What follows belongs to an exercise in optimizing a design on an open flow for small area and a short achievable clock period; a production flow would make more cautious choices.
Where RTL was checked, it was by simulation tests only, not by an equivalence proof against the original.
The RTL of run 3 was laid out without a check of its function.

--- flow/run.sh ---
#!/bin/bash
# synth_recipe.tcl (not shown) runs the flow's synth.tcl, then flattens the netlist and writes it again
# the make line also repeats each setting of config.mk as NAME=value (left out here)
make -C /OpenROAD-flow-scripts/flow DESIGN_CONFIG=/design/flow/config.mk WORK_HOME=/design/flow/orfs CLKGATE_MAP_FILE= SYNTH_SCRIPT=/design/flow/synth_recipe.tcl finish
--- flow/config.mk ---
export PLATFORM = sky130hd
export DESIGN_NAME = hdmi_mixer
export DESIGN_NICKNAME = hdmi_mixer
export VERILOG_FILES = /design/flow/design.v
export SDC_FILE = /design/flow/constraint.sdc
export NUM_CORES = 4
export LEC_CHECK = 0
export CAP_MARGIN = 20
export CORE_MARGIN = 2
export CORE_UTILIZATION = 40
export PLACE_DENSITY = 0.6
export SLEW_MARGIN = 80
export SYNTH_HIERARCHICAL = 1
export SYNTH_MINIMUM_KEEP_SIZE = 0
--- flow/constraint.sdc ---
create_clock -name core_clock -period 11.0 [get_ports {clk}]
set_input_delay 2.2000 -clock core_clock [delete_from_list [all_inputs] [get_ports {clk}]]
set_output_delay 2.2000 -clock core_clock [all_outputs]
set_load 0.01 [all_outputs]
--- flow/design.v ---
module fa (
    input  wire a,
    input  wire b,
    input  wire c,
    output wire s,
    output wire co
);
    assign s  = a ^ b ^ c;
    assign co = (a & b) | (c & (a ^ b));
endmodule
module ha (
    input  wire a,
    input  wire b,
    output wire s,
    output wire co
);
    assign s  = a ^ b;
    assign co = a & b;
endmodule
module mix_sum (
    input  wire [16:0] p0,
    input  wire [16:0] p1,
    output wire [7:0]  v
);
    wire [16:0] t0, t1;
    f16_trunc u_t0 (.p(p0), .t(t0));
    f16_trunc u_t1 (.p(p1), .t(t1));
    wire [17:0] s = t0 + t1;
    assign v = (|s[17:16]) ? 8'd255 : s[15:8];
endmodule
module f16_trunc (
    input  wire [16:0] p,
    output wire [16:0] t
);
    wire [5:0] keep;
    genvar i;
    generate
        for (i = 0; i < 6; i = i + 1) begin : g_keep
            assign keep[i] = ~|p[16:11+i];
        end
    endgenerate
    wire tiny = ~|p[16:2];
    assign t = {p[16:6], p[5:2] & keep[5:2], p[1:0] & keep[1:0] & {2{~tiny}}};
endmodule
module umul8x9 (
    input  wire [7:0]  a,
    input  wire [8:0]  g,
    input  wire [10:0] g3,
    output wire [16:0] p
);
    wire d01 = a[0] & ~a[1];
    wire d02 = ~a[0] & a[1];
    wire d03 = a[0] & a[1];
    wire [10:0] v0 = ({11{d01}} & {2'b00, g}) | ({11{d02}} & {1'b0, g, 1'b0}) | ({11{d03}} & g3);
    wire d11 = a[2] & ~a[3];
    wire d12 = ~a[2] & a[3];
    wire d13 = a[2] & a[3];
    wire [10:0] v1 = ({11{d11}} & {2'b00, g}) | ({11{d12}} & {1'b0, g, 1'b0}) | ({11{d13}} & g3);
    wire d21 = a[4] & ~a[5];
    wire d22 = ~a[4] & a[5];
    wire d23 = a[4] & a[5];
    wire [10:0] v2 = ({11{d21}} & {2'b00, g}) | ({11{d22}} & {1'b0, g, 1'b0}) | ({11{d23}} & g3);
    wire d31 = a[6] & ~a[7];
    wire d32 = ~a[6] & a[7];
    wire d33 = a[6] & a[7];
    wire [10:0] v3 = ({11{d31}} & {2'b00, g}) | ({11{d32}} & {1'b0, g, 1'b0}) | ({11{d33}} & g3);
    wire m_1, m_2;
    ha m_u2 (.a(v0[6]), .b(v1[4]), .s(m_1), .co(m_2));
    wire m_3, m_4;
    fa m_u4 (.a(v0[7]), .b(v1[5]), .c(v2[3]), .s(m_3), .co(m_4));
    wire m_5, m_6;
    fa m_u6 (.a(v0[8]), .b(v1[6]), .c(v2[4]), .s(m_5), .co(m_6));
    wire m_7, m_8;
    fa m_u8 (.a(v0[9]), .b(v1[7]), .c(v2[5]), .s(m_7), .co(m_8));
    wire m_9, m_10;
    fa m_u10 (.a(v0[10]), .b(v1[8]), .c(v2[6]), .s(m_9), .co(m_10));
    wire m_11, m_12;
    ha m_u12 (.a(v1[9]), .b(v2[7]), .s(m_11), .co(m_12));
    wire m_13, m_14;
    ha m_u14 (.a(v1[10]), .b(v2[8]), .s(m_13), .co(m_14));
    wire m_15, m_16;
    ha m_u16 (.a(v0[4]), .b(v1[2]), .s(m_15), .co(m_16));
    wire m_17, m_18;
    fa m_u18 (.a(v0[5]), .b(v1[3]), .c(v2[1]), .s(m_17), .co(m_18));
    wire m_19, m_20;
    fa m_u20 (.a(v2[2]), .b(v3[0]), .c(m_1), .s(m_19), .co(m_20));
    wire m_21, m_22;
    fa m_u22 (.a(v3[1]), .b(m_2), .c(m_3), .s(m_21), .co(m_22));
    wire m_23, m_24;
    fa m_u24 (.a(v3[2]), .b(m_4), .c(m_5), .s(m_23), .co(m_24));
    wire m_25, m_26;
    fa m_u26 (.a(v3[3]), .b(m_6), .c(m_7), .s(m_25), .co(m_26));
    wire m_27, m_28;
    fa m_u28 (.a(v3[4]), .b(m_8), .c(m_9), .s(m_27), .co(m_28));
    wire m_29, m_30;
    fa m_u30 (.a(v3[5]), .b(m_10), .c(m_11), .s(m_29), .co(m_30));
    wire m_31, m_32;
    fa m_u32 (.a(v3[6]), .b(m_12), .c(m_13), .s(m_31), .co(m_32));
    wire m_33, m_34;
    fa m_u34 (.a(v2[9]), .b(v3[7]), .c(m_14), .s(m_33), .co(m_34));
    wire m_35, m_36;
    ha m_u36 (.a(v2[10]), .b(v3[8]), .s(m_35), .co(m_36));
    wire [16:0] m_a = {v3[10], v3[9], m_34, m_32, m_30, m_28, m_26, m_24, m_22, m_20, m_18, m_16, v2[0], v0[3], v0[2], v0[1], v0[0]};
    wire [16:0] m_b = {1'b0, m_36, m_35, m_33, m_31, m_29, m_27, m_25, m_23, m_21, m_19, m_17, m_15, v1[1], v1[0], 1'b0, 1'b0};
    assign p = m_a + m_b;
endmodule
module csc_pre (
    input  wire [7:0]  y,
    input  wire [7:0]  cb,
    input  wire [7:0]  cr,
    output wire [16:0] y298,
    output wire [9:0]  cb3,
    output wire [9:0]  cr3
);
    wire p_1, p_2;
    ha p_u2 (.a(y[7]), .b(y[5]), .s(p_1), .co(p_2));
    wire p_3, p_4;
    ha p_u4 (.a(y[6]), .b(y[4]), .s(p_3), .co(p_4));
    wire p_5, p_6;
    ha p_u6 (.a(y[7]), .b(y[5]), .s(p_5), .co(p_6));
    wire p_7, p_8;
    ha p_u8 (.a(y[4]), .b(y[2]), .s(p_7), .co(p_8));
    wire p_9, p_10;
    fa p_u10 (.a(y[5]), .b(y[3]), .c(y[1]), .s(p_9), .co(p_10));
    wire p_11, p_12;
    fa p_u12 (.a(y[6]), .b(y[4]), .c(y[2]), .s(p_11), .co(p_12));
    wire p_13, p_14;
    fa p_u14 (.a(y[3]), .b(y[0]), .c(p_1), .s(p_13), .co(p_14));
    wire p_15, p_16;
    fa p_u16 (.a(y[1]), .b(p_2), .c(p_3), .s(p_15), .co(p_16));
    wire p_17, p_18;
    fa p_u18 (.a(y[2]), .b(p_4), .c(p_5), .s(p_17), .co(p_18));
    wire p_19, p_20;
    fa p_u20 (.a(y[6]), .b(y[3]), .c(p_6), .s(p_19), .co(p_20));
    wire p_21, p_22;
    ha p_u22 (.a(y[7]), .b(y[4]), .s(p_21), .co(p_22));
    wire [16:0] p_a = {1'b0, y[7], y[6], y[5], p_20, p_18, p_16, p_14, p_12, p_10, p_8, y[0], y[3], y[2], y[1], y[0], 1'b0};
    wire [16:0] p_b = {1'b0, 1'b0, 1'b0, p_22, p_21, p_19, p_17, p_15, p_13, p_11, p_9, p_7, y[1], y[0], 1'b0, 1'b0, 1'b0};
    assign y298 = p_a + p_b;
    assign cb3 = {2'b00, cb} + {1'b0, cb, 1'b0};
    assign cr3 = {2'b00, cr} + {1'b0, cr, 1'b0};
endmodule
module ycbcr2rgb (
    input  wire [16:0] y298,
    input  wire [7:0]  cb,
    input  wire [7:0]  cr,
    input  wire [9:0]  cb3,
    input  wire [9:0]  cr3,
    output wire [7:0]  r,
    output wire [7:0]  g,
    output wire [7:0]  b
);
    wire [18:0] r_acc;
    wire r_1, r_2;
    ha r_u2 (.a(y298[5]), .b(cr3[2]), .s(r_1), .co(r_2));
    wire r_3, r_4;
    fa r_u4 (.a(y298[6]), .b(cr3[3]), .c(cr[6]), .s(r_3), .co(r_4));
    wire r_5, r_6;
    fa r_u6 (.a(y298[7]), .b(cr3[0]), .c(cr3[4]), .s(r_5), .co(r_6));
    wire r_7, r_8;
    fa r_u8 (.a(y298[8]), .b(cr3[1]), .c(cr3[5]), .s(r_7), .co(r_8));
    wire r_9, r_10;
    ha r_u10 (.a(y298[9]), .b(cr3[2]), .s(r_9), .co(r_10));
    wire r_11, r_12;
    ha r_u12 (.a(y298[10]), .b(cr3[3]), .s(r_11), .co(r_12));
    wire r_13, r_14;
    ha r_u14 (.a(y298[11]), .b(cr3[4]), .s(r_13), .co(r_14));
    wire r_15, r_16;
    ha r_u16 (.a(y298[12]), .b(cr3[5]), .s(r_15), .co(r_16));
    wire r_17, r_18;
    ha r_u18 (.a(y298[13]), .b(cr3[6]), .s(r_17), .co(r_18));
    wire r_19, r_20;
    ha r_u20 (.a(y298[3]), .b(cr3[0]), .s(r_19), .co(r_20));
    wire r_21, r_22;
    fa r_u22 (.a(y298[4]), .b(cr3[1]), .c(cr[4]), .s(r_21), .co(r_22));
    wire r_23, r_24;
    assign r_23 = ~(cr[5] ^ r_1);
    assign r_24 = cr[5] | r_1;
    wire r_25, r_26;
    assign r_25 = ~(r_2 ^ r_3);
    assign r_26 = r_2 | r_3;
    wire r_27, r_28;
    fa r_u28 (.a(cr[7]), .b(r_4), .c(r_5), .s(r_27), .co(r_28));
    wire r_29, r_30;
    assign r_29 = ~(r_6 ^ r_7);
    assign r_30 = r_6 | r_7;
    wire r_31, r_32;
    fa r_u32 (.a(cr3[6]), .b(r_8), .c(r_9), .s(r_31), .co(r_32));
    wire r_33, r_34;
    fa r_u34 (.a(cr3[7]), .b(r_10), .c(r_11), .s(r_33), .co(r_34));
    wire r_35, r_36;
    fa r_u36 (.a(cr3[8]), .b(r_12), .c(r_13), .s(r_35), .co(r_36));
    wire r_37, r_38;
    fa r_u38 (.a(cr3[9]), .b(r_14), .c(r_15), .s(r_37), .co(r_38));
    wire r_39, r_40;
    assign r_39 = ~(r_16 ^ r_17);
    assign r_40 = r_16 | r_17;
    wire r_41, r_42;
    fa r_u42 (.a(y298[14]), .b(cr3[7]), .c(r_18), .s(r_41), .co(r_42));
    wire r_43, r_44;
    ha r_u44 (.a(y298[15]), .b(cr3[8]), .s(r_43), .co(r_44));
    wire r_45, r_46;
    assign r_45 = ~(y298[16] ^ cr3[9]);
    assign r_46 = y298[16] | cr3[9];
    wire [18:0] r_a = {1'b1, 1'b1, r_44, r_42, r_40, r_38, r_36, r_34, r_32, r_30, r_28, r_26, r_24, r_22, r_20, cr[3], y298[2], y298[1], y298[0]};
    wire [18:0] r_b = {1'b0, r_46, r_45, r_43, r_41, r_39, r_37, r_35, r_33, r_31, r_29, r_27, r_25, r_23, r_21, r_19, cr[2], cr[1], cr[0]};
    assign r_acc = r_a + r_b;
    assign r = r_acc[18] ? 8'd0 : (|r_acc[17:16]) ? 8'd255 : r_acc[15:8];
    wire [18:0] g_acc;
    wire g_1, g_2;
    fa g_u2 (.a(y298[6]), .b(~cb3[1]), .c(~cb[4]), .s(g_1), .co(g_2));
    wire g_3, g_4;
    fa g_u4 (.a(y298[7]), .b(~cb3[2]), .c(~cb[5]), .s(g_3), .co(g_4));
    wire g_5, g_6;
    fa g_u6 (.a(y298[8]), .b(~cb3[3]), .c(~cb[6]), .s(g_5), .co(g_6));
    wire g_7, g_8;
    fa g_u8 (.a(y298[9]), .b(~cb3[4]), .c(~cb[7]), .s(g_7), .co(g_8));
    wire g_9, g_10;
    fa g_u10 (.a(y298[10]), .b(~cb3[5]), .c(~cr3[4]), .s(g_9), .co(g_10));
    wire g_11, g_12;
    ha g_u12 (.a(y298[11]), .b(~cb3[6]), .s(g_11), .co(g_12));
    wire g_13, g_14;
    ha g_u14 (.a(y298[12]), .b(~cb3[7]), .s(g_13), .co(g_14));
    wire g_15, g_16;
    ha g_u16 (.a(y298[13]), .b(~cb3[8]), .s(g_15), .co(g_16));
    wire g_17, g_18;
    ha g_u18 (.a(y298[14]), .b(~cb3[9]), .s(g_17), .co(g_18));
    wire g_19, g_20;
    ha g_u20 (.a(y298[4]), .b(~cb[2]), .s(g_19), .co(g_20));
    wire g_21, g_22;
    fa g_u22 (.a(y298[5]), .b(~cb3[0]), .c(~cb[3]), .s(g_21), .co(g_22));
    wire g_23, g_24;
    fa g_u24 (.a(~cr3[0]), .b(~cr[2]), .c(g_1), .s(g_23), .co(g_24));
    wire g_25, g_26;
    fa g_u26 (.a(~cr3[1]), .b(~cr[3]), .c(g_2), .s(g_25), .co(g_26));
    wire g_27, g_28;
    fa g_u28 (.a(~cr3[2]), .b(~cr[4]), .c(g_4), .s(g_27), .co(g_28));
    wire g_29, g_30;
    fa g_u30 (.a(~cr3[3]), .b(~cr[5]), .c(g_6), .s(g_29), .co(g_30));
    wire g_31, g_32;
    fa g_u32 (.a(~cr[6]), .b(g_8), .c(g_9), .s(g_31), .co(g_32));
    wire g_33, g_34;
    fa g_u34 (.a(~cr3[5]), .b(~cr[7]), .c(g_10), .s(g_33), .co(g_34));
    wire g_35, g_36;
    fa g_u36 (.a(~cr3[6]), .b(g_12), .c(g_13), .s(g_35), .co(g_36));
    wire g_37, g_38;
    fa g_u38 (.a(~cr3[7]), .b(g_14), .c(g_15), .s(g_37), .co(g_38));
    wire g_39, g_40;
    fa g_u40 (.a(~cr3[8]), .b(g_16), .c(g_17), .s(g_39), .co(g_40));
    wire g_41, g_42;
    fa g_u42 (.a(y298[15]), .b(~cr3[9]), .c(g_18), .s(g_41), .co(g_42));
    wire g_43, g_44;
    ha g_u44 (.a(y298[2]), .b(~cb[0]), .s(g_43), .co(g_44));
    wire g_45, g_46;
    ha g_u46 (.a(y298[3]), .b(~cb[1]), .s(g_45), .co(g_46));
    wire g_47, g_48;
    assign g_47 = ~(~cr[0] ^ g_19);
    assign g_48 = ~cr[0] | g_19;
    wire g_49, g_50;
    fa g_u50 (.a(~cr[1]), .b(g_20), .c(g_21), .s(g_49), .co(g_50));
    wire g_51, g_52;
    assign g_51 = ~(g_22 ^ g_23);
    assign g_52 = g_22 | g_23;
    wire g_53, g_54;
    fa g_u54 (.a(g_3), .b(g_24), .c(g_25), .s(g_53), .co(g_54));
    wire g_55, g_56;
    fa g_u56 (.a(g_5), .b(g_26), .c(g_27), .s(g_55), .co(g_56));
    wire g_57, g_58;
    fa g_u58 (.a(g_7), .b(g_28), .c(g_29), .s(g_57), .co(g_58));
    wire g_59, g_60;
    assign g_59 = ~(g_30 ^ g_31);
    assign g_60 = g_30 | g_31;
    wire g_61, g_62;
    fa g_u62 (.a(g_11), .b(g_32), .c(g_33), .s(g_61), .co(g_62));
    wire g_63, g_64;
    assign g_63 = ~(g_34 ^ g_35);
    assign g_64 = g_34 | g_35;
    wire g_65, g_66;
    assign g_65 = ~(g_36 ^ g_37);
    assign g_66 = g_36 | g_37;
    wire g_67, g_68;
    assign g_67 = ~(g_38 ^ g_39);
    assign g_68 = g_38 | g_39;
    wire g_69, g_70;
    assign g_69 = ~(g_40 ^ g_41);
    assign g_70 = g_40 | g_41;
    wire g_71, g_72;
    ha g_u72 (.a(y298[16]), .b(g_42), .s(g_71), .co(g_72));
    wire [18:0] g_a = {1'b1, 1'b1, g_70, g_68, g_66, g_64, g_62, g_60, g_58, g_56, g_54, g_52, g_50, g_48, g_46, g_44, 1'b1, y298[1], y298[0]};
    wire [18:0] g_b = {1'b0, g_72, g_71, g_69, g_67, g_65, g_63, g_61, g_59, g_57, g_55, g_53, g_51, g_49, g_47, g_45, g_43, 1'b0, 1'b0};
    assign g_acc = g_a + g_b;
    assign g = g_acc[18] ? 8'd0 : (|g_acc[17:16]) ? 8'd255 : g_acc[15:8];
    wire [18:0] b_acc;
    wire b_1, b_2;
    ha b_u2 (.a(y298[9]), .b(cb[0]), .s(b_1), .co(b_2));
    wire b_3, b_4;
    ha b_u4 (.a(y298[5]), .b(cb[3]), .s(b_3), .co(b_4));
    wire b_5, b_6;
    assign b_5 = ~(y298[6] ^ cb[4]);
    assign b_6 = y298[6] | cb[4];
    wire b_7, b_8;
    assign b_7 = ~(y298[7] ^ cb[5]);
    assign b_8 = y298[7] | cb[5];
    wire b_9, b_10;
    assign b_9 = ~(y298[8] ^ cb[6]);
    assign b_10 = y298[8] | cb[6];
    wire b_11, b_12;
    assign b_11 = ~(cb[7] ^ b_1);
    assign b_12 = cb[7] | b_1;
    wire b_13, b_14;
    fa b_u14 (.a(y298[10]), .b(cb[1]), .c(b_2), .s(b_13), .co(b_14));
    wire b_15, b_16;
    assign b_15 = ~(y298[11] ^ cb[2]);
    assign b_16 = y298[11] | cb[2];
    wire b_17, b_18;
    ha b_u18 (.a(y298[12]), .b(cb[3]), .s(b_17), .co(b_18));
    wire b_19, b_20;
    assign b_19 = ~(y298[13] ^ cb[4]);
    assign b_20 = y298[13] | cb[4];
    wire b_21, b_22;
    assign b_21 = ~(y298[14] ^ cb[5]);
    assign b_22 = y298[14] | cb[5];
    wire b_23, b_24;
    assign b_23 = ~(y298[15] ^ cb[6]);
    assign b_24 = y298[15] | cb[6];
    wire b_25, b_26;
    ha b_u26 (.a(y298[16]), .b(cb[7]), .s(b_25), .co(b_26));
    wire [18:0] b_a = {1'b1, 1'b1, b_24, b_22, b_20, b_18, b_16, b_14, b_12, b_10, b_8, b_6, b_4, 1'b1, y298[4], y298[3], y298[2], y298[1], y298[0]};
    wire [18:0] b_b = {1'b0, b_26, b_25, b_23, b_21, b_19, b_17, b_15, b_13, b_11, b_9, b_7, b_5, b_3, cb[2], cb[1], cb[0], 1'b0, 1'b0};
    assign b_acc = b_a + b_b;
    assign b = b_acc[18] ? 8'd0 : (|b_acc[17:16]) ? 8'd255 : b_acc[15:8];
endmodule
module hdmi_mixer (
    input  wire        clk,
    input  wire        rst,
    input  wire [66:0] in_word,
    output wire        in_pop,
    input  wire        sel0,
    input  wire        sel1,
    input  wire [8:0]  gain0,
    input  wire [8:0]  gain1,
    output wire        out_hs,
    output wire        out_vs,
    output wire        out_de,
    output wire [7:0]  out_r,
    output wire [7:0]  out_g,
    output wire [7:0]  out_b
);
    localparam D_TA = 11;
    integer k;
    reg        uc, pop_q;
    reg [15:0] u_pix0, u_pix1;            
    reg        u_hs, u_vs, u_de;
    assign in_pop = pop_q;
    always @(posedge clk) begin
        u_pix0 <= uc ? in_word[50:35] : in_word[18:3];
        u_pix1 <= uc ? in_word[66:51] : in_word[34:19];
        if (rst) begin
            uc    <= 1'b0;
            pop_q <= 1'b0;
            u_hs  <= 1'b0;
            u_vs  <= 1'b0;
            u_de  <= 1'b0;
        end else begin
            uc    <= ~uc;
            pop_q <= ~pop_q;
            if (!uc) begin
                u_hs <= in_word[0];
                u_vs <= in_word[1];
                u_de <= in_word[2];
            end
        end
    end
    reg ta_hs [0:D_TA-1];
    reg ta_vs [0:D_TA-1];
    reg ta_de [0:D_TA-1];
    always @(posedge clk) begin
        if (rst) begin
            for (k = 0; k < D_TA; k = k + 1) begin
                ta_hs[k] <= 1'b0;
                ta_vs[k] <= 1'b0;
                ta_de[k] <= 1'b0;
            end
        end else begin
            ta_hs[0] <= u_hs;
            ta_vs[0] <= u_vs;
            ta_de[0] <= u_de;
            for (k = 1; k < D_TA; k = k + 1) begin
                ta_hs[k] <= ta_hs[k-1];
                ta_vs[k] <= ta_vs[k-1];
                ta_de[k] <= ta_de[k-1];
            end
        end
    end
    assign out_hs = ta_hs[D_TA-1];
    assign out_vs = ta_vs[D_TA-1];
    assign out_de = ta_de[D_TA-1];
    wire sop = u_de & ~ta_de[0];
    reg  sel_act0, sel_act1;
    wire s_eff0 = sop ? sel0 : sel_act0;
    wire s_eff1 = sop ? sel1 : sel_act1;
    always @(posedge clk) begin
        if (rst) begin
            sel_act0 <= 1'b0;
            sel_act1 <= 1'b0;
        end else begin
            sel_act0 <= s_eff0;
            sel_act1 <= s_eff1;
        end
    end
    reg [15:0] ch0 [1:5];
    reg [15:0] ch1 [1:5];
    reg [7:0]  cc0, cc1;                  
    always @(posedge clk) begin
        ch0[1] <= s_eff0 ? u_pix1 : u_pix0;
        ch1[1] <= s_eff1 ? u_pix1 : u_pix0;
        for (k = 2; k <= 5; k = k + 1) begin
            ch0[k] <= ch0[k-1];
            ch1[k] <= ch1[k-1];
        end
        cc0 <= ch0[5][15:8];
        cc1 <= ch1[5][15:8];
    end
    wire par = uc;
    wire [7:0] cb0 = par ? cc0 : ch0[5][15:8];
    wire [7:0] cr0 = par ? ch0[5][15:8] : ch0[4][15:8];
    wire [7:0] cb1 = par ? cc1 : ch1[5][15:8];
    wire [7:0] cr1 = par ? ch1[5][15:8] : ch1[4][15:8];
    wire [16:0] y298_0, y298_1;
    wire [9:0] cb3_0, cr3_0;
    csc_pre u_pre0 (.y(ch0[5][7:0]), .cb(cb0), .cr(cr0), .y298(y298_0), .cb3(cb3_0), .cr3(cr3_0));
    wire [9:0] cb3_1, cr3_1;
    csc_pre u_pre1 (.y(ch1[5][7:0]), .cb(cb1), .cr(cr1), .y298(y298_1), .cb3(cb3_1), .cr3(cr3_1));
    reg [16:0] a0_y, a1_y;
    reg [7:0]  a0_cb, a0_cr, a1_cb, a1_cr;
    reg [9:0]  a0_cb3, a0_cr3, a1_cb3, a1_cr3;
    always @(posedge clk) begin
        a0_y <= y298_0; a0_cb <= cb0; a0_cr <= cr0; a0_cb3 <= cb3_0; a0_cr3 <= cr3_0;
        a1_y <= y298_1; a1_cb <= cb1; a1_cr <= cr1; a1_cb3 <= cb3_1; a1_cr3 <= cr3_1;
    end
    wire [7:0] c0r, c0g, c0b, c1r, c1g, c1b;
    ycbcr2rgb u_csc0 (.y298(a0_y), .cb(a0_cb), .cr(a0_cr), .cb3(a0_cb3), .cr3(a0_cr3), .r(c0r), .g(c0g), .b(c0b));
    ycbcr2rgb u_csc1 (.y298(a1_y), .cb(a1_cb), .cr(a1_cr), .cb3(a1_cb3), .cr3(a1_cr3), .r(c1r), .g(c1g), .b(c1b));
    reg [7:0] q0r, q0g, q0b, q1r, q1g, q1b;
    always @(posedge clk) begin
        q0r <= c0r; q0g <= c0g; q0b <= c0b;
        q1r <= c1r; q1g <= c1g; q1b <= c1b;
    end
    reg  [8:0]  gain_act0, gain_act1;
    reg  [10:0] g3_act0, g3_act1;
    wire        gl = ta_de[5] & ~ta_de[6];
    always @(posedge clk) begin
        if (rst) begin
            gain_act0 <= 9'd128;
            gain_act1 <= 9'd128;
            g3_act0   <= 11'd384;
            g3_act1   <= 11'd384;
        end else if (gl) begin
            gain_act0 <= gain0;
            gain_act1 <= gain1;
            g3_act0   <= {2'b00, gain0} + {1'b0, gain0, 1'b0};
            g3_act1   <= {2'b00, gain1} + {1'b0, gain1, 1'b0};
        end
    end
    wire [16:0] m0r, m0g, m0b, m1r, m1g, m1b;
    umul8x9 u_m0r (.a(q0r), .g(gain_act0), .g3(g3_act0), .p(m0r));
    umul8x9 u_m0g (.a(q0g), .g(gain_act0), .g3(g3_act0), .p(m0g));
    umul8x9 u_m0b (.a(q0b), .g(gain_act0), .g3(g3_act0), .p(m0b));
    umul8x9 u_m1r (.a(q1r), .g(gain_act1), .g3(g3_act1), .p(m1r));
    umul8x9 u_m1g (.a(q1g), .g(gain_act1), .g3(g3_act1), .p(m1g));
    umul8x9 u_m1b (.a(q1b), .g(gain_act1), .g3(g3_act1), .p(m1b));
    reg [16:0] p0r, p0g, p0b, p1r, p1g, p1b;
    always @(posedge clk) begin
        p0r <= m0r; p0g <= m0g; p0b <= m0b;
        p1r <= m1r; p1g <= m1g; p1b <= m1b;
    end
    wire [7:0] m_r, m_g, m_b;
    mix_sum u_sum_r (.p0(p0r), .p1(p1r), .v(m_r));
    mix_sum u_sum_g (.p0(p0g), .p1(p1g), .v(m_g));
    mix_sum u_sum_b (.p0(p0b), .p1(p1b), .v(m_b));
    reg [23:0] o1, o2, o3;
    always @(posedge clk) begin
        o1 <= {m_r, m_g, m_b};
        o2 <= o1;
        o3 <= o2;
    end
    assign out_r = o3[23:16];
    assign out_g = o3[15:8];
    assign out_b = o3[7:0];
endmodule
==> results of run 1 <==
-- per-module statistics from Yosys (local to each module, per instance) --
module      cells  copies in the design  flip-flops and latches  area (µm²)
umul8x9       196                     6                       0        1570
mix_sum       120                     3                       0       823.3
ycbcr2rgb     374                     2                       0        2579
fa              1                   154                       0       20.02
f16_trunc      23                     6                       0       175.2
hdmi_mixer    983                     1                     614       15120
ha              1                    80                       0       12.51
csc_pre       181                     2                       0        1386
-- through the flow --
step | cell area [µm²] | hold slack, ns | cells
after floorplan | 40070 | 0.3096 | 4001
after global placement | 41680 | 0.3100 | 5214
after detailed placement | 43160 | 0.3121 | 5274
after CTS | 45290 | 0.3259 | 5390
after global routing | 45850 | 0.3281 | 5399
final | 45850 | 0.3229 | 5399
-- path summary, 6_finish.rpt --
| check | endpoint | cells past startpoint | start |
|---|---|---|---|
| max reg2reg | q0g[4]$_DFF_P_ | 15 | a0_cb[4]$_DFF_P_ |
| min | ch1[5][3]$_DFF_P_ | 0 | ch1[4][3]$_DFF_P_ |
| min reg2reg | ch1[5][3]$_DFF_P_ | 0 | ch1[4][3]$_DFF_P_ |
| max | q0g[4]$_DFF_P_ | 15 | a0_cb[4]$_DFF_P_ |
-- metal layers --
layer	GRT usage	share of wire	routed length, µm	vias up
met5	0	0	0	-
met4	0.06166	0.029	2822	0
met3	0.03536	0.050	4858	146
met2	0.2920	0.44	42670	649
met1	0.2513	0.48	45890	13790
li1	-	-	-	14350
-- cell type report --
type / instances / area, µm²
clock inverters: 33 / 376.6
repair buffers: 201 / 1871
inverters: 317 / 1192
fillers: 9236 / 53860
flip-flops and latches: 614 / 12590
multi-input cells: 2853 / 26440
clock buffers: 83 / 1753
well taps: 1298 / 1624
-- cell families (layout without fill, tap and decap cells) --
family | after synthesis | in the layout | synth area share
compound gates | 935 | 935 | 0.1754
xor+xnor | 135 | 135 | 0.02950
fa+ha+maj | 584 | 584 | 0.2138
buf+inv | 534 | 634 | 0.06226
flops | 614 | 614 | 0.3067
mux | 355 | 355 | 0.1003
other cells | 2 | 2 | 0.0001874
simple gates | 842 | 842 | 0.1118
-- placed cells by master, fill, tap and decap left out, drive strengths merged, types with 21 or more instances in the layout --
cell / n
nand4: 28
nand2b: 24
dfxtp: 614
and3: 53
fa: 168
buf: 67
nand2: 189
nand3: 78
o211ai: 53
ha: 416
clkbuf: 87
nor3: 64
xor2: 53
clkdlybuf4s50: 122
a221oi: 24
nor2: 156
mux2i: 61
xnor2: 82
inv: 324
o21ai: 117
o211a: 21
a211oi: 44
a21oi: 272
a21o: 65
mux2: 294
a22o: 192
nor2b: 138
-- cell usage after synthesis (13+ instances only) --
master | instances | area share
o21ai_2 | 17 | 0.0037
mux2i_1 | 59 | 0.015
nand2b_1 | 23 | 0.0036
nand2_1 | 187 | 0.018
a31oi_1 | 15 | 0.0023
xnor2_1 | 82 | 0.018
o211ai_1 | 51 | 0.0096
or3_1 | 14 | 0.0022
nand4_1 | 28 | 0.0044
nor3_1 | 59 | 0.0074
fa_1 | 168 | 0.084
buf_4 | 93 | 0.017
a21oi_1 | 232 | 0.029
o21bai_1 | 16 | 0.0030
inv_1 | 317 | 0.030
a21oi_2 | 40 | 0.0087
xor2_1 | 53 | 0.012
a221oi_1 | 13 | 0.0028
dfxtp_1 | 614 | 0.31
nor3b_1 | 13 | 0.0024
ha_1 | 416 | 0.13
buf_2 | 39 | 0.0049
mux2_4 | 20 | 0.0075
o211a_1 | 21 | 0.0052
a22o_1 | 192 | 0.042
and3_1 | 51 | 0.0080
o31ai_1 | 15 | 0.0028
mux2_2 | 272 | 0.076
nand3_1 | 78 | 0.0097
a21o_1 | 63 | 0.012
o21ai_0 | 89 | 0.011
nor2_1 | 156 | 0.015
nor2b_1 | 138 | 0.022
clkbuf_1 | 72 | 0.0067
o21a_1 | 14 | 0.0026
a211oi_1 | 34 | 0.0064
-- flip-flops by register name, indices dropped and copies added (netlist names), 16 cells and up --
register	cells
p1g	17
a1_y	17
o2	24
o3	24
o1	24
u_pix1	16
a0_y	17
ch0	80
p0b	17
p0r	17
p1b	17
p0g	17
p1r	17
ch1	80
u_pix0	16
==> flow_summary.json, run 1 <==
{
  "grt_setup_unrepaired": "no",
  "drtAntennaViolNets": 0,
  "port-buffer-count": 116,
  "worst_skew_pair.late_latency_ns": 0.67,
  "final_worst_path_period_share": 0.3869,
  "min_tclk_post_route_ns": 4.255,
  "detail_route.wirelength_um": 96240,
  "top_level_ports": 117,
  "cts_buffers": 61,
  "antenna-diode-count": 0,
  "ff2ff_setup_slack_ns": 6.74,
  "yosys_register_bits": 614,
  "synth_edf_count": 0,
  "die_area_um2": 102700,
  "fmaxAchievable_ghz": 0.2350,
  "ctsRootBufferMaster": "clkbuf_16",
  "postSynth.topFlopCell": "dfxtp_1",
  "area.growth.synth_to_final_pct": 14.42,
  "run_status": "no timing/DRC/antenna violations",
  "seq_area_frac_synth": 0.3067,
  "setup_viol": 0,
  "row_count": 116,
  "horizontal_die_dimension_um": 320.5,
  "grt_max_degree": 38,
  "drt-vias-per-instance": 5.359,
  "remaining_drc_errors": 0,
  "holdCritPathClass": "reg -> reg",
  "maximum_root_to_sink_buffer_count": 3,
  "drt_first_pass_iters": 5,
  "worst_path_buffer_plus_inverter_count": 5,
  "detailroute.via_count": 28930,
  "finalHoldViolations": 0,
  "via_count_of_the_first_global_routing_pass": 28730,
  "clkSinkCount": 614,
  "final_max_slew_viol_count": 0,
  "synth_cell_type_count": 95,
  "grt_overflow": 0,
  "core_um2": 99710,
  "gp_congestion": 0.8747,
  "critical_path_class": "reg -> reg",
  "cp.arrival_ns": 4.78,
  "critPathRequiredTime_ns": 11.53,
  "synthArstFlopShare": 0,
  "finClkSkew_ns": 0.03873,
  "initialDrtViolationCount": 1548,
  "post_route_cells_drive_above_1_share": 0.2036,
  "dp.final_hpwl_um": 74330,
  "final_net_count": 4721,
  "setup_slack_ns": 6.745,
  "worstSetupEndpointType": "flip-flop",
  "tritoncts_clock_tree": "yes",
  "pre_cts_ws_ns": 6.702,
  "detail_route.wl_per_cell_um": 17.83,
  "timing.setup.tns_ns": 0,
  "syn_avg_cell_area_um2": 10.02,
  "htree_levels": 2,
  "netlist_area_pre_place_um2": 40070,
  "synth_cells": 4001,
  "grt_antenna_before_repair": 2,
  "cts-resized-gates": 0,
  "crit_path_start_kind": "flip-flop",
  "fin_util": 0.4599,
  "cp_cell_sequence": "inv_1, fa_1, fa_1, fa_1, ha_1, nor3_2, o211ai_1, buf_1, buf_1, clkdlybuf4s25_1, a221oi_4, a21oi_2, a211oi_4, buf_1, a21oi_2",
  "max_stage_delay_ns": 0.48,
  "gr-usage-all-layers": 0.1844,
  "path_clk_slew_ns": 0.07,
  "grt_pass1_wl_um": 154500,
  "top_cell_family_by_delay_on_the_critical_path": "adder cells",
  "chipHeight_um": 320.5,
  "crit_path_top_delay_cell": "fa_1",
  "timing.critical_path.fanout_max": 5,
  "ys_warn_count": 17,
  "cts.repair_timing.setup_buffer_count": 0,
  "max-cap-violations": 0,
  "hold_buffers": 0,
  "floorplan.initialDensity": 0.4019
}
==> run 2: changes to the inputs <==
--- a/flow/config.mk
+++ b/flow/config.mk
@@ -9,6 +9,6 @@
 export CORE_MARGIN = 2
 export CORE_UTILIZATION = 40
 export PLACE_DENSITY = 0.6
-export SLEW_MARGIN = 80
+export SLEW_MARGIN = 20
 export SYNTH_HIERARCHICAL = 1
 export SYNTH_MINIMUM_KEEP_SIZE = 0
==> flow_summary.json, run 2 <==
{
  "global_route.usage.met2": 0.2925,
  "global_route.usage.met1": 0.2567,
  "crit_start": "q0r[2]$_DFF_P_",
  "syn_avg_cell_area_um2": 10.02,
  "worst_pin_slew_ns": 1.106,
  "seq_area_frac_synth": 0.3067,
  "hold_ws_ns": 0.3224,
  "yosys_register_bits": 614,
  "finClkSkew_ns": 0.03693,
  "post_route_cells_drive_above_1_share": 0.1442,
  "yosys.cell_count.top_type": "dfxtp_1",
  "cts_buffers": 66,
  "pre_cts_ws_ns": 6.608,
  "detailroute.via_count": 28680,
  "cts-resized-gates": 0,
  "synth_cells": 4001,
  "crit_path_top_delay_cell": "dfxtp_1",
  "postSynth.topFlopCell": "dfxtp_1",
  "min_tclk_post_route_ns": 4.059,
  "final_worst_path_period_share": 0.3690,
  "netlist_area_pre_place_um2": 40070,
  "clkSinkCount": 614,
  "timing.critical_path.fanout_max": 12,
  "yosys.area_share.simple": 0.1118,
  "die_area_um2": 102700,
  "gp_congestion": 0.8747,
  "ff2ff_setup_slack_ns": 6.94,
  "reg_top3": "ch0 x80, ch1 x80",
  "multiplexer_area_fraction_after_synthesis": 0.1003,
  "compound_cell_area_share_of_the_yosys_netlist": 0.1754,
  "mostFrequentLayoutCells": "613 x dfxtp_1, 416 x ha_1, 317 x inv_1",
  "placedCellCount": 5214,
  "area.growth.synth_to_final_pct": 10.03,
  "drt-vias-per-instance": 5.377,
  "initialDrtViolationCount": 1682,
  "critical_path_class": "reg -> reg",
  "ys_warn_count": 17,
  "gr_util_met3": 0.02841,
  "grt_max_degree": 48,
  "slew_headroom": 0.2629,
  "chipHeight_um": 320.5,
  "ctsRootBufferMaster": "clkbuf_16",
  "worstSetupEndpointType": "flip-flop",
  "synth_edf_count": 0,
  "path_clk_slew_ns": 0.06,
  "most_instantiated_cells_after_synthesis": "614 x dfxtp_1, 416 x ha_1, 317 x inv_1",
  "grt_pass1_wl_um": 153400,
  "core_um2": 99710,
  "run_status": "no timing/DRC/antenna violations",
  "detail_route.wl_per_cell_um": 17.76,
  "setup_viol": 0,
  "cp.arrival_ns": 4.55,
  "max-cap-violations": 0,
  "synthArstFlopShare": 0,
  "floorplan.initialDensity": 0.4019,
  "hold_buffers": 0,
  "detail_route.wirelength_um": 94730,
  "synth_cell_type_count": 95,
  "holdCritPathClass": "reg -> reg",
  "timing.reg2reg.worst_path_depth": 10,
  "grt_antenna_before_repair": 1,
  "final_common_cell": "dfxtp_1",
  "antenna-diode-count": 0,
  "drtAntennaViolNets": 0,
  "drt_first_pass_iters": 5,
  "worst_skew_pair.late_latency_ns": 0.64,
  "yosys.area_share.xor_xnor": 0.02950,
  "row_count": 116,
  "r2r-start": "q0r[2]$_DFF_P_",
  "tritoncts_clock_tree": "yes",
  "final_max_slew_viol_count": 0,
  "maximum_root_to_sink_buffer_count": 3,
  "synth_top_family_by_area": "adder cells",
  "remaining_drc_errors": 0,
  "grt_overflow": 0,
  "finalHoldViolations": 0,
  "grt_setup_unrepaired": "no",
  "gr-usage-all-layers": 0.1831,
  "synthAdderAreaFrac": 0.2138,
  "dp.final_hpwl_um": 72800,
  "layout.cells.non_filler": 5334,
  "top_level_ports": 117,
  "htree_levels": 3,
  "horizontal_die_dimension_um": 320.5,
  "cts.repair_timing.setup_buffer_count": 0,
  "critical_path.endpoint": "p0r[16]$_DFF_P_",
  "port-buffer-count": 116,
  "cell_taking_the_most_area_after_synthesis": "dfxtp_1",
  "timing.setup.tns_ns": 0,
  "grt-busiest-layer": "met2",
  "rr_endpoint": "p0r[16]$_DFF_P_",
  "fin_util": 0.4422,
  "cp_cell_sequence": "nor2b_1, a22o_1, fa_1, fa_1, ha_1, nand2_1, a211oi_1, o21ai_0, nand3_1, o211ai_1",
  "setup_slack_ns": 6.941,
  "critPathRequiredTime_ns": 11.49,
  "synth_top_cell_area_share": 0.3067,
  "final_net_count": 4657,
  "via_count_of_the_first_global_routing_pass": 28140,
  "critical-path-top-cell-by-count": "fa_1",
  "max_stage_delay_ns": 0.69,
  "fmaxAchievable_ghz": 0.2464,
  "top_cells_by_area_in_the_synthesized_netlist": "dfxtp_1 31%, ha_1 13%, fa_1 8.4%, mux2_2 7.6%, a22o_1 4.2%",
  "crit_path_start_kind": "flip-flop"
}
==> run 2: cell counts after synthesis <==
No cell type changed its count.
==> run 2: worst min-delay path by stage <==
| stage | endpoint | from | depth (start not counted) |
|---|---|---|---|
| 2_1_floorplan | ch0[2][0]$_DFF_P_ | ch0[1][0]$_DFF_P_ | 0 |
| 3_3_place_gp | ch0[2][11]$_DFF_P_ | ch0[1][11]$_DFF_P_ | 0 |
| 3_5_place_dp | ch0[3][6]$_DFF_P_ | ch0[2][6]$_DFF_P_ | 0 |
| 4_1_cts | ch0[3][11]$_DFF_P_ | ch0[2][11]$_DFF_P_ | 0 |
| 5_1_grt | o3[5]$_DFF_P_ | o2[5]$_DFF_P_ | 0 |
| 6_report | ch0[3][11]$_DFF_P_ | ch0[2][11]$_DFF_P_ | 0 |
==> run 2: Yosys stat by module (local to each module, per instance) <==
module      cell area, µm²  cells inside
fa                   20.02             1
csc_pre               1386           181
f16_trunc            175.2            23
umul8x9               1570           196
ycbcr2rgb             2579           374
ha                   12.51             1
mix_sum              823.3           120
hdmi_mixer           15120           983
==> run 2: kinds of logic (layout without fill, tap and decap cells) <==
kind of cell,count (synthesis),count (layout)
XOR/XNOR,135,135
adder cells (fa/ha/maj),584,584
buffers and inverters,534,569
other,2,2
AND/OR/NAND/NOR,842,842
flip-flops,614,614
multiplexers,355,355
AO/OA/AOI/OAI,935,935
==> run 2: layout make-up <==
type / instances / area [µm²]
clock buffers: 82 / 1792
clock inverters: 38 / 623.1
fillers: 9453 / 55610
inverters: 317 / 1190
multi-input cells: 2853 / 25300
flip-flops and latches: 614 / 12290
well taps: 1298 / 1624
repair buffers: 132 / 1276
==> run 2: stage by stage <==
stage	instance area, µm²
2_1_floorplan	40070
3_3_place_gp	41680
3_5_place_dp	41680
4_1_cts	44100
5_1_grt	44100
6_report	44100
==> run 2: critical path, delay by kind of cell, from the launching register on <==
family	cells	cell delay, ns
AO/OA/AOI/OAI	4	1.10
AND/OR/NAND/NOR	3	0.83
adder cells (fa/ha/maj)	3	1.30
flip-flops	1	0.69
==> run 2: per-layer routing <==
layer	wire length, µm	vias to the layer above
met4	1997	0
met5	0	-
met2	42240	687
li1	-	14210
met1	45940	13670
met3	4555	121
==> run 3: changes to the inputs <==
--- a/flow/design.v
+++ b/flow/design.v
@@ -51,59 +51,145 @@
     wire d01 = a[0] & ~a[1];
     wire d02 = ~a[0] & a[1];
     wire d03 = a[0] & a[1];
-    wire [10:0] v0 = ({11{d01}} & {2'b00, g}) | ({11{d02}} & {1'b0, g, 1'b0}) | ({11{d03}} & g3);
+    wire [10:0] nv0;
+    assign nv0[0] = ~((d01 | d03) & g[0]);
+    ppsel u_s0_1 (.d1(d01), .d2(d02), .d3(d03), .x1(g[1]), .x2(g[0]), .x3(g3[1]), .n(nv0[1]));
+    ppsel u_s0_2 (.d1(d01), .d2(d02), .d3(d03), .x1(g[2]), .x2(g[1]), .x3(g3[2]), .n(nv0[2]));
+    ppsel u_s0_3 (.d1(d01), .d2(d02), .d3(d03), .x1(g[3]), .x2(g[2]), .x3(g3[3]), .n(nv0[3]));
+    ppsel u_s0_4 (.d1(d01), .d2(d02), .d3(d03), .x1(g[4]), .x2(g[3]), .x3(g3[4]), .n(nv0[4]));
+    ppsel u_s0_5 (.d1(d01), .d2(d02), .d3(d03), .x1(g[5]), .x2(g[4]), .x3(g3[5]), .n(nv0[5]));
+    ppsel u_s0_6 (.d1(d01), .d2(d02), .d3(d03), .x1(g[6]), .x2(g[5]), .x3(g3[6]), .n(nv0[6]));
+    ppsel u_s0_7 (.d1(d01), .d2(d02), .d3(d03), .x1(g[7]), .x2(g[6]), .x3(g3[7]), .n(nv0[7]));
+    ppsel u_s0_8 (.d1(d01), .d2(d02), .d3(d03), .x1(g[8]), .x2(g[7]), .x3(g3[8]), .n(nv0[8]));
+    ppsel u_s0_9 (.d1(d01), .d2(d02), .d3(d03), .x1(1'b0), .x2(g[8]), .x3(g3[9]), .n(nv0[9]));
+    assign nv0[10] = ~(d03 & g3[10]);
     wire d11 = a[2] & ~a[3];
     wire d12 = ~a[2] & a[3];
     wire d13 = a[2] & a[3];
-    wire [10:0] v1 = ({11{d11}} & {2'b00, g}) | ({11{d12}} & {1'b0, g, 1'b0}) | ({11{d13}} & g3);
+    wire [10:0] nv1;
+    assign nv1[0] = ~((d11 | d13) & g[0]);
+    ppsel u_s1_1 (.d1(d11), .d2(d12), .d3(d13), .x1(g[1]), .x2(g[0]), .x3(g3[1]), .n(nv1[1]));
+    ppsel u_s1_2 (.d1(d11), .d2(d12), .d3(d13), .x1(g[2]), .x2(g[1]), .x3(g3[2]), .n(nv1[2]));
+    ppsel u_s1_3 (.d1(d11), .d2(d12), .d3(d13), .x1(g[3]), .x2(g[2]), .x3(g3[3]), .n(nv1[3]));
+    ppsel u_s1_4 (.d1(d11), .d2(d12), .d3(d13), .x1(g[4]), .x2(g[3]), .x3(g3[4]), .n(nv1[4]));
+    ppsel u_s1_5 (.d1(d11), .d2(d12), .d3(d13), .x1(g[5]), .x2(g[4]), .x3(g3[5]), .n(nv1[5]));
+    ppsel u_s1_6 (.d1(d11), .d2(d12), .d3(d13), .x1(g[6]), .x2(g[5]), .x3(g3[6]), .n(nv1[6]));
+    ppsel u_s1_7 (.d1(d11), .d2(d12), .d3(d13), .x1(g[7]), .x2(g[6]), .x3(g3[7]), .n(nv1[7]));
+    ppsel u_s1_8 (.d1(d11), .d2(d12), .d3(d13), .x1(g[8]), .x2(g[7]), .x3(g3[8]), .n(nv1[8]));
+    ppsel u_s1_9 (.d1(d11), .d2(d12), .d3(d13), .x1(1'b0), .x2(g[8]), .x3(g3[9]), .n(nv1[9]));
+    assign nv1[10] = ~(d13 & g3[10]);
     wire d21 = a[4] & ~a[5];
     wire d22 = ~a[4] & a[5];
     wire d23 = a[4] & a[5];
-    wire [10:0] v2 = ({11{d21}} & {2'b00, g}) | ({11{d22}} & {1'b0, g, 1'b0}) | ({11{d23}} & g3);
+    wire [10:0] nv2;
+    assign nv2[0] = ~((d21 | d23) & g[0]);
+    ppsel u_s2_1 (.d1(d21), .d2(d22), .d3(d23), .x1(g[1]), .x2(g[0]), .x3(g3[1]), .n(nv2[1]));
+    ppsel u_s2_2 (.d1(d21), .d2(d22), .d3(d23), .x1(g[2]), .x2(g[1]), .x3(g3[2]), .n(nv2[2]));
+    ppsel u_s2_3 (.d1(d21), .d2(d22), .d3(d23), .x1(g[3]), .x2(g[2]), .x3(g3[3]), .n(nv2[3]));
+    ppsel u_s2_4 (.d1(d21), .d2(d22), .d3(d23), .x1(g[4]), .x2(g[3]), .x3(g3[4]), .n(nv2[4]));
+    ppsel u_s2_5 (.d1(d21), .d2(d22), .d3(d23), .x1(g[5]), .x2(g[4]), .x3(g3[5]), .n(nv2[5]));
+    ppsel u_s2_6 (.d1(d21), .d2(d22), .d3(d23), .x1(g[6]), .x2(g[5]), .x3(g3[6]), .n(nv2[6]));
+    ppsel u_s2_7 (.d1(d21), .d2(d22), .d3(d23), .x1(g[7]), .x2(g[6]), .x3(g3[7]), .n(nv2[7]));
+    ppsel u_s2_8 (.d1(d21), .d2(d22), .d3(d23), .x1(g[8]), .x2(g[7]), .x3(g3[8]), .n(nv2[8]));
+    ppsel u_s2_9 (.d1(d21), .d2(d22), .d3(d23), .x1(1'b0), .x2(g[8]), .x3(g3[9]), .n(nv2[9]));
+    assign nv2[10] = ~(d23 & g3[10]);
     wire d31 = a[6] & ~a[7];
     wire d32 = ~a[6] & a[7];
     wire d33 = a[6] & a[7];
-    wire [10:0] v3 = ({11{d31}} & {2'b00, g}) | ({11{d32}} & {1'b0, g, 1'b0}) | ({11{d33}} & g3);
+    wire [10:0] nv3;
+    assign nv3[0] = ~((d31 | d33) & g[0]);
+    ppsel u_s3_1 (.d1(d31), .d2(d32), .d3(d33), .x1(g[1]), .x2(g[0]), .x3(g3[1]), .n(nv3[1]));
+    ppsel u_s3_2 (.d1(d31), .d2(d32), .d3(d33), .x1(g[2]), .x2(g[1]), .x3(g3[2]), .n(nv3[2]));
+    ppsel u_s3_3 (.d1(d31), .d2(d32), .d3(d33), .x1(g[3]), .x2(g[2]), .x3(g3[3]), .n(nv3[3]));
+    ppsel u_s3_4 (.d1(d31), .d2(d32), .d3(d33), .x1(g[4]), .x2(g[3]), .x3(g3[4]), .n(nv3[4]));
+    ppsel u_s3_5 (.d1(d31), .d2(d32), .d3(d33), .x1(g[5]), .x2(g[4]), .x3(g3[5]), .n(nv3[5]));
+    ppsel u_s3_6 (.d1(d31), .d2(d32), .d3(d33), .x1(g[6]), .x2(g[5]), .x3(g3[6]), .n(nv3[6]));
+    ppsel u_s3_7 (.d1(d31), .d2(d32), .d3(d33), .x1(g[7]), .x2(g[6]), .x3(g3[7]), .n(nv3[7]));
+    ppsel u_s3_8 (.d1(d31), .d2(d32), .d3(d33), .x1(g[8]), .x2(g[7]), .x3(g3[8]), .n(nv3[8]));
+    ppsel u_s3_9 (.d1(d31), .d2(d32), .d3(d33), .x1(1'b0), .x2(g[8]), .x3(g3[9]), .n(nv3[9]));
+    assign nv3[10] = ~(d33 & g3[10]);
     wire m_1, m_2;
-    ha m_u2 (.a(v0[6]), .b(v1[4]), .s(m_1), .co(m_2));
+    ha m_u2 (.a(nv0[6]), .b(nv1[4]), .s(m_1), .co(m_2));
     wire m_3, m_4;
-    fa m_u4 (.a(v0[7]), .b(v1[5]), .c(v2[3]), .s(m_3), .co(m_4));
+    ha m_u4 (.a(nv0[7]), .b(nv1[5]), .s(m_3), .co(m_4));
     wire m_5, m_6;
-    fa m_u6 (.a(v0[8]), .b(v1[6]), .c(v2[4]), .s(m_5), .co(m_6));
+    ha m_u6 (.a(nv0[8]), .b(nv1[6]), .s(m_5), .co(m_6));
     wire m_7, m_8;
-    fa m_u8 (.a(v0[9]), .b(v1[7]), .c(v2[5]), .s(m_7), .co(m_8));
+    ha m_u8 (.a(nv0[9]), .b(nv1[7]), .s(m_7), .co(m_8));
     wire m_9, m_10;
-    fa m_u10 (.a(v0[10]), .b(v1[8]), .c(v2[6]), .s(m_9), .co(m_10));
+    ha m_u10 (.a(nv0[10]), .b(nv1[8]), .s(m_9), .co(m_10));
     wire m_11, m_12;
-    ha m_u12 (.a(v1[9]), .b(v2[7]), .s(m_11), .co(m_12));
+    ha m_u12 (.a(nv1[9]), .b(nv2[7]), .s(m_11), .co(m_12));
     wire m_13, m_14;
-    ha m_u14 (.a(v1[10]), .b(v2[8]), .s(m_13), .co(m_14));
+    ha m_u14 (.a(nv1[10]), .b(nv2[8]), .s(m_13), .co(m_14));
     wire m_15, m_16;
-    ha m_u16 (.a(v0[4]), .b(v1[2]), .s(m_15), .co(m_16));
+    ha m_u16 (.a(nv0[4]), .b(nv1[2]), .s(m_15), .co(m_16));
     wire m_17, m_18;
-    fa m_u18 (.a(v0[5]), .b(v1[3]), .c(v2[1]), .s(m_17), .co(m_18));
+    ha m_u18 (.a(nv0[5]), .b(nv1[3]), .s(m_17), .co(m_18));
     wire m_19, m_20;
-    fa m_u20 (.a(v2[2]), .b(v3[0]), .c(m_1), .s(m_19), .co(m_20));
+    fa m_u20 (.a(nv2[2]), .b(nv3[0]), .c(m_1), .s(m_19), .co(m_20));
     wire m_21, m_22;
-    fa m_u22 (.a(v3[1]), .b(m_2), .c(m_3), .s(m_21), .co(m_22));
+    fa m_u22 (.a(nv2[3]), .b(nv3[1]), .c(m_2), .s(m_21), .co(m_22));
     wire m_23, m_24;
-    fa m_u24 (.a(v3[2]), .b(m_4), .c(m_5), .s(m_23), .co(m_24));
+    fa m_u24 (.a(nv2[4]), .b(nv3[2]), .c(m_4), .s(m_23), .co(m_24));
     wire m_25, m_26;
-    fa m_u26 (.a(v3[3]), .b(m_6), .c(m_7), .s(m_25), .co(m_26));
+    fa m_u26 (.a(nv2[5]), .b(nv3[3]), .c(m_6), .s(m_25), .co(m_26));
     wire m_27, m_28;
-    fa m_u28 (.a(v3[4]), .b(m_8), .c(m_9), .s(m_27), .co(m_28));
+    fa m_u28 (.a(nv2[6]), .b(nv3[4]), .c(m_8), .s(m_27), .co(m_28));
     wire m_29, m_30;
-    fa m_u30 (.a(v3[5]), .b(m_10), .c(m_11), .s(m_29), .co(m_30));
+    fa m_u30 (.a(nv3[5]), .b(m_10), .c(m_11), .s(m_29), .co(m_30));
     wire m_31, m_32;
-    fa m_u32 (.a(v3[6]), .b(m_12), .c(m_13), .s(m_31), .co(m_32));
+    fa m_u32 (.a(nv3[6]), .b(m_12), .c(m_13), .s(m_31), .co(m_32));
     wire m_33, m_34;
-    fa m_u34 (.a(v2[9]), .b(v3[7]), .c(m_14), .s(m_33), .co(m_34));
+    ha m_u34 (.a(nv2[9]), .b(nv3[7]), .s(m_33), .co(m_34));
     wire m_35, m_36;
-    ha m_u36 (.a(v2[10]), .b(v3[8]), .s(m_35), .co(m_36));
-    wire [16:0] m_a = {v3[10], v3[9], m_34, m_32, m_30, m_28, m_26, m_24, m_22, m_20, m_18, m_16, v2[0], v0[3], v0[2], v0[1], v0[0]};
-    wire [16:0] m_b = {1'b0, m_36, m_35, m_33, m_31, m_29, m_27, m_25, m_23, m_21, m_19, m_17, m_15, v1[1], v1[0], 1'b0, 1'b0};
+    ha m_u36 (.a(nv2[10]), .b(nv3[8]), .s(m_35), .co(m_36));
+    wire m_37, m_38;
+    ha m_u38 (.a(nv2[0]), .b(m_15), .s(m_37), .co(m_38));
+    wire m_39, m_40;
+    fa m_u40 (.a(nv2[1]), .b(m_16), .c(m_17), .s(m_39), .co(m_40));
+    wire m_41, m_42;
+    assign m_41 = ~(m_18 ^ m_19);
+    assign m_42 = m_18 | m_19;
+    wire m_43, m_44;
+    fa m_u44 (.a(m_3), .b(m_20), .c(m_21), .s(m_43), .co(m_44));
+    wire m_45, m_46;
+    fa m_u46 (.a(m_5), .b(m_22), .c(m_23), .s(m_45), .co(m_46));
+    wire m_47, m_48;
+    fa m_u48 (.a(m_7), .b(m_24), .c(m_25), .s(m_47), .co(m_48));
+    wire m_49, m_50;
+    fa m_u50 (.a(m_9), .b(m_26), .c(m_27), .s(m_49), .co(m_50));
+    wire m_51, m_52;
+    assign m_51 = ~(m_28 ^ m_29);
+    assign m_52 = m_28 | m_29;
+    wire m_53, m_54;
+    assign m_53 = ~(m_30 ^ m_31);
+    assign m_54 = m_30 | m_31;
+    wire m_55, m_56;
+    fa m_u56 (.a(m_14), .b(m_32), .c(m_33), .s(m_55), .co(m_56));
+    wire m_57, m_58;
+    assign m_57 = ~(m_34 ^ m_35);
+    assign m_58 = m_34 | m_35;
+    wire m_59, m_60;
+    ha m_u60 (.a(nv3[9]), .b(m_36), .s(m_59), .co(m_60));
+    wire m_61, m_62;
+    assign m_61 = ~nv3[10];
+    assign m_62 = nv3[10];
+    wire [16:0] m_a = {~m_60, ~m_58, ~m_56, ~m_54, ~m_52, ~m_50, ~m_48, ~m_46, ~m_44, ~m_42, ~m_40, ~m_38, 1'b0, ~nv0[3], ~nv0[2], ~nv0[1], ~nv0[0]};
+    wire [16:0] m_b = {~m_61, ~m_59, ~m_57, ~m_55, ~m_53, ~m_51, ~m_49, ~m_47, ~m_45, ~m_43, ~m_41, ~m_39, ~m_37, ~nv1[1], ~nv1[0], 1'b0, 1'b0};
     assign p = m_a + m_b;
 endmodule
+module ppsel (
+    input  wire d1,
+    input  wire d2,
+    input  wire d3,
+    input  wire x1,
+    input  wire x2,
+    input  wire x3,
+    output wire n
+);
+    assign n = ~((d1 & x1) | (d2 & x2) | (d3 & x3));
+endmodule
 module csc_pre (
     input  wire [7:0]  y,
     input  wire [7:0]  cb,
==> flow/flow/run.sh (new file) <==
#!/bin/bash
# Standard layout with timing repair aimed below the clock period: repair_timing
# treats paths with less than SETUP_SLACK_MARGIN ns of slack at the 11 ns clock
# as failing, so it sizes up and buffers the slow ones. The clock and the
# constraints are the design's own. Port buffers are buf_4 cells.
set -euo pipefail
bash standard.sh SETUP_SLACK_MARGIN=7.6 'BUFFER_PORTS_ARGS=-buffer_cell sky130_fd_sc_hd__buf_4' finish > standard_make.log 2>&1
==> flow/standard.sh (new file) <==
#!/bin/bash
# synth_recipe.tcl (not shown) runs the flow's synth.tcl, then flattens the netlist and writes it again
# the make line also repeats each setting of config.mk as NAME=value (left out here)
make -C /OpenROAD-flow-scripts/flow DESIGN_CONFIG=/design/flow/config.mk WORK_HOME=/design/flow/orfs CLKGATE_MAP_FILE= SYNTH_SCRIPT=/design/flow/synth_recipe.tcl "${@:-finish}"
removed: flow/run.sh
==> flow_summary.json, run 3 <==
{
  "yosys_register_bits": 614,
  "most_instantiated_cells_after_synthesis": "614 x dfxtp_1, 482 x ha_1, 473 x inv_1",
  "critical_path_class": "reg -> reg",
  "syn_avg_cell_area_um2": 9.925,
  "final_net_count": 4789,
  "chipHeight_um": 314.1,
  "path_clk_slew_ns": 0.06,
  "finalHoldViolations": 0,
  "cts_buffers": 68,
  "max-cap-violations": 0,
  "tritoncts_clock_tree": "yes",
  "core_um2": 95150,
  "pre_cts_ws_ns": 7.104,
  "hold_buffers": 0,
  "grt_max_degree": 45,
  "remaining_drc_errors": 0,
  "worstSetupEndpointType": "flip-flop",
  "drt_first_pass_iters": 22,
  "cp.arrival_ns": 4.16,
  "yosys.cell_count.top_type": "dfxtp_1",
  "grt_overflow": 0,
  "holdCritPathClass": "reg -> reg",
  "synth_edf_count": 0,
  "timing.critical_path.fanout_max": 7,
  "worst_skew_pair.late_latency_ns": 0.65,
  "synth_cell_type_count": 97,
  "finClkSkew_ns": 0.04267,
  "crit_path_start_kind": "flip-flop",
  "maximum_root_to_sink_buffer_count": 3,
  "floorplan.initialDensity": 0.4042,
  "drtAntennaViolNets": 0,
  "critPathRequiredTime_ns": 11.54,
  "grt_pass1_wl_um": 149900,
  "cell_taking_the_most_area_after_synthesis": "dfxtp_1",
  "synth_cells": 3875,
  "netlist_area_pre_place_um2": 38460,
  "fmaxAchievable_ghz": 0.2765,
  "top_level_ports": 117,
  "grt_antenna_before_repair": 2,
  "top_cells_by_area_in_the_synthesized_netlist": "dfxtp_1 32%, ha_1 16%, fa_1 8.7%, a222oi_1 5.6%, inv_1 4.6%",
  "ys_warn_count": 17,
  "detail_route.wirelength_um": 95120,
  "run_status": "no timing/DRC/antenna violations",
  "setup_slack_ns": 7.383,
  "ctsRootBufferMaster": "clkbuf_16",
  "detailroute.via_count": 29350,
  "postSynth.topFlopCell": "dfxtp_1",
  "hold_ws_ns": 0.3207,
  "worst_pin_slew_ns": 1.059,
  "horizontal_die_dimension_um": 314.1,
  "grt_setup_unrepaired": "yes",
  "htree_levels": 3,
  "gr-usage-all-layers": 0.1857,
  "antenna-diode-count": 0,
  "final_worst_path_period_share": 0.3288,
  "drt-vias-per-instance": 5.469,
  "synth_top_cell_area_share": 0.3196,
  "clkSinkCount": 614,
  "area.growth.synth_to_final_pct": 18.33,
  "die_area_um2": 98650,
  "synthArstFlopShare": 0,
  "row_count": 113,
  "detail_route.wl_per_cell_um": 17.72,
  "post_route_cells_drive_above_1_share": 0.2394,
  "slew_headroom": 0.2943,
  "mostFrequentLayoutCells": "527 x dfxtp_1, 455 x inv_1, 395 x ha_1",
  "port-buffer-count": 116,
  "via_count_of_the_first_global_routing_pass": 28410,
  "dp.final_hpwl_um": 70540,
  "min_tclk_post_route_ns": 3.617,
  "final_max_slew_viol_count": 0,
  "reg_top3": "ch0 x80, ch1 x80",
  "setup_viol": 0,
  "gp_congestion": 0.8991,
  "seq_area_frac_synth": 0.3196,
  "initialDrtViolationCount": 3138,
  "final_common_cell": "dfxtp_1",
  "timing.setup.tns_ns": 0
}
run 3: layer usage:
metal  track usage  wire [µm]  vias to the layer above  part of all wire
met2        0.3132      44300                     1113              0.47
li1              -          -                    14250                 -
met4       0.05252       2607                        4             0.027
met5             0         26                        -           0.00027
met1        0.2436      42310                    13770              0.44
met3       0.03202       5873                      216             0.062
run 3: per-module statistics from Yosys (local to each module, per instance):
module / cells / flip-flops and latches / area (µm²) / times used
ppsel: 1 / 0 / 10.01 / 216
umul8x9: 131 / 0 / 840.8 / 6
mix_sum: 120 / 0 / 823.3 / 3
ha: 1 / 0 / 12.51 / 128
f16_trunc: 23 / 0 / 175.2 / 6
csc_pre: 181 / 0 / 1386 / 2
hdmi_mixer: 983 / 614 / 15120 / 1
ycbcr2rgb: 374 / 0 / 2579 / 2
fa: 1 / 0 / 20.02 / 154
run 3: metrics by stage:
stage	utilization	cells	cell area (µm²)
final	0.4783	5367	45510
after CTS	0.4612	5310	43890
after global routing	0.4783	5367	45510
after detailed placement	0.4230	5151	40250
after global placement	0.4230	5151	40250
after floorplan	-	3893	38650
run 3: layout make-up:
class,count,area [µm²]
multi-input cells,2689,25640
flip-flops and latches,614,12450
fillers,8772,49640
repair buffers,204,1579
well taps,1265,1583
clock inverters,37,550.5
clock buffers,85,1926
inverters,473,1778
run 3: kinds of logic (layout without fill, tap and decap cells):
logic type | after synthesis | count (layout) | synth area share
fa+ha+maj | 650 | 650 | 0.2442
flops | 614 | 614 | 0.3196
xor+xnor | 165 | 165 | 0.03757
buf+inv | 600 | 799 | 0.06936
other cells | 8 | 26 | 0.0007808
compound gates | 905 | 905 | 0.1814
simple gates | 818 | 828 | 0.1112
mux | 115 | 115 | 0.03585
run 3: what timing repair did:
| action | CTS | global route |
|---|---|---|
| buffers inserted | 35 | 49 |
| pin swaps | 81 | 193 |
| endpoints found under the setup margin | 76 | 83 |
| gates cloned | 2 | 8 |
| gates resized for setup | 272 | 266 |
run 3: path summary, 6_finish.rpt:
kind	start	to	slack, ns	cells past startpoint
setup / recovery	a0_cr3[4]$_DFF_P_	q0g[1]$_DFF_P_	7.38	12
hold / removal	ch1[1][7]$_DFF_P_	ch1[2][7]$_DFF_P_	0.32	0
setup reg to reg	a0_cr3[4]$_DFF_P_	q0g[1]$_DFF_P_	7.38	12
hold reg to reg	ch1[1][7]$_DFF_P_	ch1[2][7]$_DFF_P_	0.32	0
run 3: worst max-delay path, stage by stage (launching register included):
cell	delay [ns]
dfxtp_4	0.38
inv_4	0.04
fa_2	0.45
fa_2	0.42
fa_2	0.50
ha_4	0.31
nand3_4	0.09
a2111oi_4	0.36
a221oi_2	0.14
a21oi_2	0.20
mux2_4	0.33
o21a_4	0.16
a21oi_2	0.15

-- afterwards: timing with drivers on the ports --
In the flow no input, the clock included, has a driving cell. The finished layouts below were timed again as built, in two steps.
Step 1 sets driving cells, clkbuf_16 on the clock port and buf_2 on the other inputs (assumed; they add their load-dependent delay and slew).
Step 2 adds t to the input delays and takes it off the output delays; t is the mean of the earliest and latest rising clock arrival at the registers after step 1. Input paths then give back, and output paths get back, about the clock's delay inside the block.
Slacks: ideal / step 1 / step 2; pairs: ideal / step 1.
run | shift t [ns] | setup WS [ns] | hold WS [ns] | worst register clock-pin slew, ns
run 1 | 0.722 | 6.745 / 6.745 / 6.689 | 0.323 / 0.323 / 0.323 | 0.07 / 0.07
run 2 | 0.693 | 6.941 / 6.941 / 6.599 | 0.322 / 0.322 / 0.322 | 0.07 / 0.07
run 3 | 0.694 | 7.383 / 7.383 / 7.238 | 0.321 / 0.321 / 0.321 | 0.07 / 0.07
After both steps setup and hold are still met in every run listed. For run 2, which loses most, drivers alone change the setup slack by 0.000 ns; drivers and shift together by -0.342 ns.
